Context: an optimization exercise on an open-source flow, tuned for small area, a short achievable clock period and few clock cycles. The choices shown serve that exercise and are no tape-out recipe.
The RTL was checked by simulation tests, not by an equivalence proof against the original design.
No activity file was given, so power comes from the tool's default toggle rates.

## before
==> flow/design.v <==
module crc16_byte (
    input  wire [15:0] crc,
    input  wire [7:0]  din,
    output wire [15:0] nxt
);
    wire [7:0] x = crc[15:8] ^ din;
    wire [7:0] y = x ^ {4'd0, x[7:4]};
    assign nxt = {crc[7:0], 8'd0} ^ {y[3:0], 12'd0} ^ {3'd0, y, 5'd0} ^ {8'd0, y};
endmodule
module od_client (
    input  wire        clk,
    input  wire        rst,
    input  wire        cmd_valid,
    output reg         cmd_ready,
    input  wire        cmd_write,
    input  wire [15:0] cmd_idx,
    input  wire [7:0]  cmd_sub,
    input  wire [2:0]  cmd_wid,
    input  wire        cmd_sgn,
    input  wire [31:0] cmd_val,
    input  wire [31:0] cmd_tmo,
    output reg         tx_valid,
    output reg  [7:0]  tx_data,
    output reg         tx_last,
    input  wire        tx_ready,
    input  wire        txr_valid,
    input  wire        txr_ok,
    output reg         txr_ready,
    input  wire        rx_valid,
    input  wire [7:0]  rx_data,
    output reg         rx_ready,
    input  wire        tick,
    output reg         res_valid,
    output reg  [3:0]  res_kind,
    output reg  [2:0]  res_cause,
    output reg  [31:0] res_info,
    output reg  [31:0] res_val,
    input  wire        res_ready
);
    localparam [7:0] START    = 8'h7E;
    localparam [7:0] ESC      = 8'h7D;
    localparam [7:0] OP_READ  = 8'h01;
    localparam [7:0] OP_WRITE = 8'h02;
    localparam [3:0] K_OK = 4'd0, K_FRAME = 4'd1, K_TIMEOUT = 4'd2,
                     K_PROTO = 4'd3, K_DEVICE = 4'd4, K_WRFAIL = 4'd9,
                     K_CMD = 4'd10;
    localparam [2:0] FE_MARKER = 3'd1, FE_TRUNC = 3'd2, FE_CRC = 3'd4;
    localparam [2:0] PE_OPCODE = 3'd1, PE_SHAPE = 3'd2, PE_WIDTH = 3'd3;
    localparam [2:0] CE_OPERAND = 3'd3;
    localparam [2:0] R_START = 3'd0, R_OPC = 3'd1, R_LEN = 3'd2,
                     R_PAY = 3'd3, R_CLO = 3'd4, R_CHI = 3'd5;
    reg        txing;        
    reg        txend;        
    reg        zpend;        
    reg        wr;
    reg        w1, w2;       
    reg        sgn;
    reg [31:0] tmr;
    reg [3:0]  k;            
    reg        escp;         
    reg        cur_res;      
    reg [2:0]  rph;
    reg        escf;
    reg        rxany;
    reg [7:0]  rem;          
    reg        lo_ok;
    reg [7:0]  rq;
    reg        q_opc, q_len, q_pay;
    reg        opc_bad;
    reg        len_short;
    reg        len_bad;
    reg        abt_nz;       
    reg [15:0] crc;
    function is_res(input [7:0] b);
        is_res = (b == START) || (b == ESC);
    endfunction
    wire cmd_take = cmd_valid && cmd_ready;
    wire cmd_bad  = !((cmd_wid == 3'd1) || (cmd_wid == 3'd2) || (cmd_wid == 3'd4)) ||
                    (cmd_tmo == 32'd0);
    wire [7:0] cur     = res_info[7:0];
    wire       tx_adv  = txing && (!tx_valid || tx_ready);
    wire       tx_done = txend && tx_valid && tx_ready;   
    wire rx_take    = rx_valid && rx_ready;
    wire rx_content = escf || (rx_data != ESC);
    wire q_body     = q_opc || q_len || q_pay;
    wire [7:0] fill = {8{sgn & rq[7]}};
    wire [15:0] crc_nxt;
    crc16_byte u_crc (.crc(crc), .din(txing ? cur : rq), .nxt(crc_nxt));
    wire [15:0] crc_fin = q_body ? crc_nxt : crc;
    wire crc_ok = lo_ok && (crc[15:8] == rx_data);
    wire dev_err  = !opc_bad && !len_short && abt_nz;
    wire read_ok  = !opc_bad && !len_short && !abt_nz && !len_bad && !wr;
    reg [3:0] pre_kind;
    reg [2:0] pre_cause;
    always @(*) begin
        pre_kind = K_OK; pre_cause = 3'd0;
        if (opc_bad)        begin pre_kind = K_PROTO;  pre_cause = PE_OPCODE; end
        else if (len_short) begin pre_kind = K_PROTO;  pre_cause = PE_SHAPE;  end
        else if (abt_nz)    begin pre_kind = K_DEVICE; pre_cause = 3'd0;      end
        else if (len_bad)   begin pre_kind = K_PROTO;  pre_cause = wr ? PE_SHAPE : PE_WIDTH; end
    end
    wire        tmr_dec = rx_ready && tick && !rx_take;
    wire [31:0] tmr_low0;
    wire [7:0] nib0;             
    wire [7:0] nib_low0;         
    genvar gi;
    generate
        for (gi = 0; gi < 8; gi = gi + 1) begin : g_nib
            assign nib0[gi] = ~|tmr[4*gi+3:4*gi];
            if (gi == 0) begin : g_first
                assign nib_low0[gi] = 1'b1;
            end else begin : g_next
                assign nib_low0[gi] = nib_low0[gi-1] && nib0[gi-1];
            end
            assign tmr_low0[4*gi]   = nib_low0[gi];
            assign tmr_low0[4*gi+1] = nib_low0[gi] && !tmr[4*gi];
            assign tmr_low0[4*gi+2] = nib_low0[gi] && !tmr[4*gi] && !tmr[4*gi+1];
            assign tmr_low0[4*gi+3] = nib_low0[gi] && !tmr[4*gi] && !tmr[4*gi+1] && !tmr[4*gi+2];
        end
    endgenerate
    wire       rx_hit  = rx_take && rx_content;
    wire       rem_dec = rx_hit && (rph == R_PAY);
    wire [7:0] rem_low0;
    assign rem_low0[0] = 1'b1;
    generate
        for (gi = 1; gi < 8; gi = gi + 1) begin : g_rlow0
            assign rem_low0[gi] = rem_low0[gi-1] && !rem[gi-1];
        end
    endgenerate
    always @(posedge clk) begin
        tmr <= cmd_take ? cmd_tmo : (tmr ^ ({32{tmr_dec}} & tmr_low0));
        rq  <= rx_data;
        rem <= cmd_take ? cmd_val[31:24] :
               (rx_hit && rph == R_LEN) ? rx_data :
               (rem ^ ({8{rem_dec}} & rem_low0));
    end
    task fail(input [3:0] kind, input [2:0] cause);
        begin
            zpend     <= 1'b1;
            res_kind  <= kind;
            res_cause <= cause;
            rx_ready  <= 1'b0;
        end
    endtask
    always @(posedge clk) begin
        if (rst) begin
            cmd_ready <= 1'b1;
            txing     <= 1'b0;
            txend     <= 1'b0;
            zpend     <= 1'b0;
            tx_valid  <= 1'b0;
            txr_ready <= 1'b0;
            rx_ready  <= 1'b0;
            res_valid <= 1'b0;
            q_opc     <= 1'b0;
            q_len     <= 1'b0;
            q_pay     <= 1'b0;
        end else begin
            if (res_valid && res_ready) begin
                res_valid <= 1'b0;
                cmd_ready <= 1'b1;
            end
            if (cmd_take) begin
                cmd_ready <= 1'b0;
                wr        <= cmd_write;
                w1        <= cmd_wid[0];
                w2        <= cmd_wid[1];
                sgn       <= cmd_sgn;
                res_info  <= {cmd_idx, (cmd_write ? 8'd3 + {5'd0, cmd_wid} : 8'd3),
                              (cmd_write ? OP_WRITE : OP_READ)};
                res_val   <= {cmd_val[23:0], cmd_sub};
                k         <= cmd_write ? 4'd7 + {1'b0, cmd_wid} : 4'd7;
                escp      <= 1'b0;
                cur_res   <= 1'b0;
                crc       <= 16'd0;
                tx_data   <= START;
                tx_last   <= 1'b0;
                if (cmd_bad) begin
                    fail(K_CMD, CE_OPERAND);
                end else begin
                    txing    <= 1'b1;
                    tx_valid <= 1'b1;
                end
            end
            if (tx_adv) begin
                tx_valid <= 1'b1;
                if (!escp && cur_res) begin
                    tx_data <= ESC;
                    escp    <= 1'b1;
                end else begin
                    tx_data <= cur;
                    escp    <= 1'b0;
                    k       <= k - 4'd1;
                    if (k >= 4'd3) crc <= crc_nxt;
                    if (k == 4'd3) begin
                        res_info[15:0] <= crc_nxt;
                        cur_res <= is_res(crc_nxt[7:0]);
                    end else begin
                        res_info <= {res_val[7:0], res_info[31:8]};
                        res_val  <= {rem, res_val[31:8]};
                        cur_res  <= is_res(res_info[15:8]);
                    end
                    if (k == 4'd1) begin
                        tx_last <= 1'b1;
                        txing   <= 1'b0;
                        txend   <= 1'b1;
                    end
                end
            end else if (tx_valid && tx_ready) begin
                tx_valid <= 1'b0;
            end
            if (tx_done) begin
                txend     <= 1'b0;
                txr_ready <= 1'b1;
            end
            if (txr_valid && txr_ready) begin
                txr_ready <= 1'b0;
                rph       <= R_START;
                escf      <= 1'b0;
                rxany     <= 1'b0;
                crc       <= 16'd0;
                if (txr_ok) rx_ready <= 1'b1;
                else        fail(K_WRFAIL, 3'd0);
            end
            q_opc <= rx_take && rx_content && (rph == R_OPC);
            q_len <= rx_take && rx_content && (rph == R_LEN);
            q_pay <= rx_take && rx_content && (rph == R_PAY);
            if (q_body) crc <= crc_nxt;
            if (q_opc) opc_bad <= (rq != (wr ? OP_WRITE : OP_READ));
            if (q_len) begin
                k         <= 4'd0;
                len_short <= (rq < 8'd4);
                len_bad   <= (rq != (wr ? 8'd4 : w1 ? 8'd5 : w2 ? 8'd6 : 8'd8));
            end
            if (q_pay) begin
                if (!k[3]) k <= k + 4'd1;
                if (!k[2] && !k[3]) begin
                    res_info <= {rq, res_info[31:8]};
                    abt_nz   <= (abt_nz && k != 4'd0) || (rq != 8'd0);
                end
                if (k[2] && !k[3]) begin
                    if (w1)      res_val <= {fill, fill, fill, rq};
                    else if (w2) res_val <= {fill, fill, rq, res_val[15:8]};
                    else         res_val <= {rq, res_val[31:8]};
                end
            end
            if (rx_ready && (rph == R_CLO || rph == R_CHI) && !q_body) begin
                res_kind  <= pre_kind;
                res_cause <= pre_cause;
                if (!dev_err) res_info <= 32'd0;
                if (!read_ok) res_val  <= 32'd0;
            end
            if (zpend) begin
                zpend     <= 1'b0;
                res_valid <= 1'b1;
                res_info  <= 32'd0;
                res_val   <= 32'd0;
            end
            if (rx_take) begin
                rxany <= 1'b1;
                if (rph == R_START) begin
                    if (rx_data == START) rph <= R_OPC;
                    else                  fail(K_FRAME, FE_MARKER);
                end else begin
                    escf <= !escf && (rx_data == ESC);
                    if (rx_content) begin
                        case (rph)
                        R_OPC: rph <= R_LEN;
                        R_LEN: begin
                            rph <= (rx_data == 8'd0) ? R_CLO : R_PAY;
                        end
                        R_PAY: begin
                            if (rem == 8'd1) rph <= R_CLO;
                        end
                        R_CLO: begin
                            lo_ok <= (crc_fin[7:0] == rx_data);
                            rph   <= R_CHI;
                        end
                        default: begin
                            rx_ready <= 1'b0;
                            if (crc_ok) res_valid <= 1'b1;
                            else        fail(K_FRAME, FE_CRC);
                        end
                        endcase
                    end
                end
            end else if (rx_ready && tick) begin
                if (tmr == 32'd1) begin
                    if (rxany) fail(K_FRAME, FE_TRUNC);
                    else       fail(K_TIMEOUT, 3'd0);
                end
            end
        end
    end
endmodule
==> flow/config.mk <==
export PLATFORM = sky130hd
export DESIGN_NAME = od_client
export DESIGN_NICKNAME = od_client
export VERILOG_FILES = /design/flow/design.v
export SDC_FILE = /design/flow/constraint.sdc
export NUM_CORES = 4
export LEC_CHECK = 0
export ABC_AREA = 1
export CAP_MARGIN = 20
export CORE_MARGIN = 2
export CORE_UTILIZATION = 55
export CTS_BUF_LIST = sky130_fd_sc_hd__clkbuf_8
export SETUP_SLACK_MARGIN = 2.85
export SLEW_MARGIN = 20
==> flow/constraint.sdc <==
create_clock -name core_clock -period 5.0 [get_ports {clk}]
set_input_delay 1.0000 -clock core_clock [delete_from_list [all_inputs] [get_ports {clk}]]
set_output_delay 1.0000 -clock core_clock [all_outputs]
set_load 0.01 [all_outputs]
standard.sh (not shown) runs the stock make flow with config.mk's settings and CLKGATE_MAP_FILE= SYNTH_SCRIPT=/design/flow/synth_recipe.tcl, a recipe that flattens the netlist after the stock synthesis.
==> flow/flow/run.sh <==
#!/bin/bash
# The standard layout, with plain buffers (buf_2) on the ports instead of the
# delay cells that buffer_ports picks by default. Every port still gets its
# own buffer.
set -euo pipefail
bash standard.sh "BUFFER_PORTS_ARGS=-buffer_cell sky130_fd_sc_hd__buf_2" finish > standard.log 2>&1
before finished every stage and its layout cleared the timing, DRC and antenna checks.
Testbench counts of before, summed over its fixed seeds: cycles 7,284.
### before -> after
--- a/flow/design.v
+++ b/flow/design.v
@@ -85,7 +85,7 @@
     wire q_body     = q_opc || q_len || q_pay;
     wire [7:0] fill = {8{sgn & rq[7]}};
     wire [15:0] crc_nxt;
-    crc16_byte u_crc (.crc(crc), .din(txing ? cur : rq), .nxt(crc_nxt));
+    crc16_byte u_crc (.crc(crc), .din(rx_ready ? rq : cur), .nxt(crc_nxt));
     wire [15:0] crc_fin = q_body ? crc_nxt : crc;
     wire crc_ok = lo_ok && (crc[15:8] == rx_data);
     wire dev_err  = !opc_bad && !len_short && abt_nz;
@@ -98,41 +98,6 @@
         else if (len_short) begin pre_kind = K_PROTO;  pre_cause = PE_SHAPE;  end
         else if (abt_nz)    begin pre_kind = K_DEVICE; pre_cause = 3'd0;      end
         else if (len_bad)   begin pre_kind = K_PROTO;  pre_cause = wr ? PE_SHAPE : PE_WIDTH; end
-    end
-    wire        tmr_dec = rx_ready && tick && !rx_take;
-    wire [31:0] tmr_low0;
-    wire [7:0] nib0;             
-    wire [7:0] nib_low0;         
-    genvar gi;
-    generate
-        for (gi = 0; gi < 8; gi = gi + 1) begin : g_nib
-            assign nib0[gi] = ~|tmr[4*gi+3:4*gi];
-            if (gi == 0) begin : g_first
-                assign nib_low0[gi] = 1'b1;
-            end else begin : g_next
-                assign nib_low0[gi] = nib_low0[gi-1] && nib0[gi-1];
-            end
-            assign tmr_low0[4*gi]   = nib_low0[gi];
-            assign tmr_low0[4*gi+1] = nib_low0[gi] && !tmr[4*gi];
-            assign tmr_low0[4*gi+2] = nib_low0[gi] && !tmr[4*gi] && !tmr[4*gi+1];
-            assign tmr_low0[4*gi+3] = nib_low0[gi] && !tmr[4*gi] && !tmr[4*gi+1] && !tmr[4*gi+2];
-        end
-    endgenerate
-    wire       rx_hit  = rx_take && rx_content;
-    wire       rem_dec = rx_hit && (rph == R_PAY);
-    wire [7:0] rem_low0;
-    assign rem_low0[0] = 1'b1;
-    generate
-        for (gi = 1; gi < 8; gi = gi + 1) begin : g_rlow0
-            assign rem_low0[gi] = rem_low0[gi-1] && !rem[gi-1];
-        end
-    endgenerate
-    always @(posedge clk) begin
-        tmr <= cmd_take ? cmd_tmo : (tmr ^ ({32{tmr_dec}} & tmr_low0));
-        rq  <= rx_data;
-        rem <= cmd_take ? cmd_val[31:24] :
-               (rx_hit && rph == R_LEN) ? rx_data :
-               (rem ^ ({8{rem_dec}} & rem_low0));
     end
     task fail(input [3:0] kind, input [2:0] cause);
         begin
@@ -166,9 +131,11 @@
                 w1        <= cmd_wid[0];
                 w2        <= cmd_wid[1];
                 sgn       <= cmd_sgn;
+                tmr       <= cmd_tmo;
                 res_info  <= {cmd_idx, (cmd_write ? 8'd3 + {5'd0, cmd_wid} : 8'd3),
                               (cmd_write ? OP_WRITE : OP_READ)};
                 res_val   <= {cmd_val[23:0], cmd_sub};
+                rem       <= cmd_val[31:24];
                 k         <= cmd_write ? 4'd7 + {1'b0, cmd_wid} : 4'd7;
                 escp      <= 1'b0;
                 cur_res   <= 1'b0;
@@ -222,6 +189,7 @@
                 if (txr_ok) rx_ready <= 1'b1;
                 else        fail(K_WRFAIL, 3'd0);
             end
+            rq    <= rx_data;
             q_opc <= rx_take && rx_content && (rph == R_OPC);
             q_len <= rx_take && rx_content && (rph == R_LEN);
             q_pay <= rx_take && rx_content && (rph == R_PAY);
@@ -267,9 +235,11 @@
                         case (rph)
                         R_OPC: rph <= R_LEN;
                         R_LEN: begin
+                            rem <= rx_data;
                             rph <= (rx_data == 8'd0) ? R_CLO : R_PAY;
                         end
                         R_PAY: begin
+                            rem <= rem - 8'd1;
                             if (rem == 8'd1) rph <= R_CLO;
                         end
                         R_CLO: begin
@@ -285,6 +255,7 @@
                     end
                 end
             end else if (rx_ready && tick) begin
+                tmr <= tmr - 32'd1;
                 if (tmr == 32'd1) begin
                     if (rxany) fail(K_FRAME, FE_TRUNC);
                     else       fail(K_TIMEOUT, 3'd0);
### Flow results
after has more setup slack than before.
Going from before to after, the sequential cell area was found to have gone up by about 10%.
Sort after and before by worst hold slack asc -> top: before
Compared with before, after shows a lower clock-buffer cell count.
Against before, total net switching power in after rose by a little under 10%.
Critical path endpoint: res_info[1] -> before, cmd_ready -> after
before has a higher clock network fraction of design power than after.
In the tables for after and before, non-clock buffer count reads lower with before.
Against before, after comes in about 10% higher on cell area.
Changes observed in after relative to before: global-route met3 utilization shrank by 1.1 points, clock period minus worst slack shrank by 0.014 ns.
Each of the runs, namely after and before, reached the end of the flow and came out clean.
Aggregate routed wire length for after: 18% up relative to before
Area fraction in compound gates after synthesis: after > before
Internal power of the cells on after is ahead of before.
Between after and before, it is after whose number of cells produced by synthesis is higher, by 7.7%.
Testbench counts of after, summed over its fixed seeds: cycles 7,284.

[what the ideal ports hide]
In the flow no input, the clock included, has a driving cell. The finished layouts below were timed again as built, in two steps.
Step 1 assumes that a clkbuf_16 drives the clock port and a buf_2 every other input.
Step 2 adds t to the input delays and takes it off the output delays; t is the mean of the earliest and latest rising clock arrival at the registers after step 1. Input paths then give back, and output paths get back, about the clock's delay inside the block.
Three values: ideal, step 1, step 2; two values: the first two.
run | shift t [ns] | slack for setup (ns) | clock arrival spread, ns | worst slew at a driven data input, ns
before | 0.526 | 2.796 / 2.752 / 2.276 | 0.022 / 0.022 | 0.07
after | 0.515 | 2.809 / 2.762 / 2.346 | 0.023 / 0.022 | 0.07
After both steps every run listed still meets setup and hold. The setup slack of before, which loses most, moves by -0.044 ns with the drivers and by -0.520 ns with both steps.
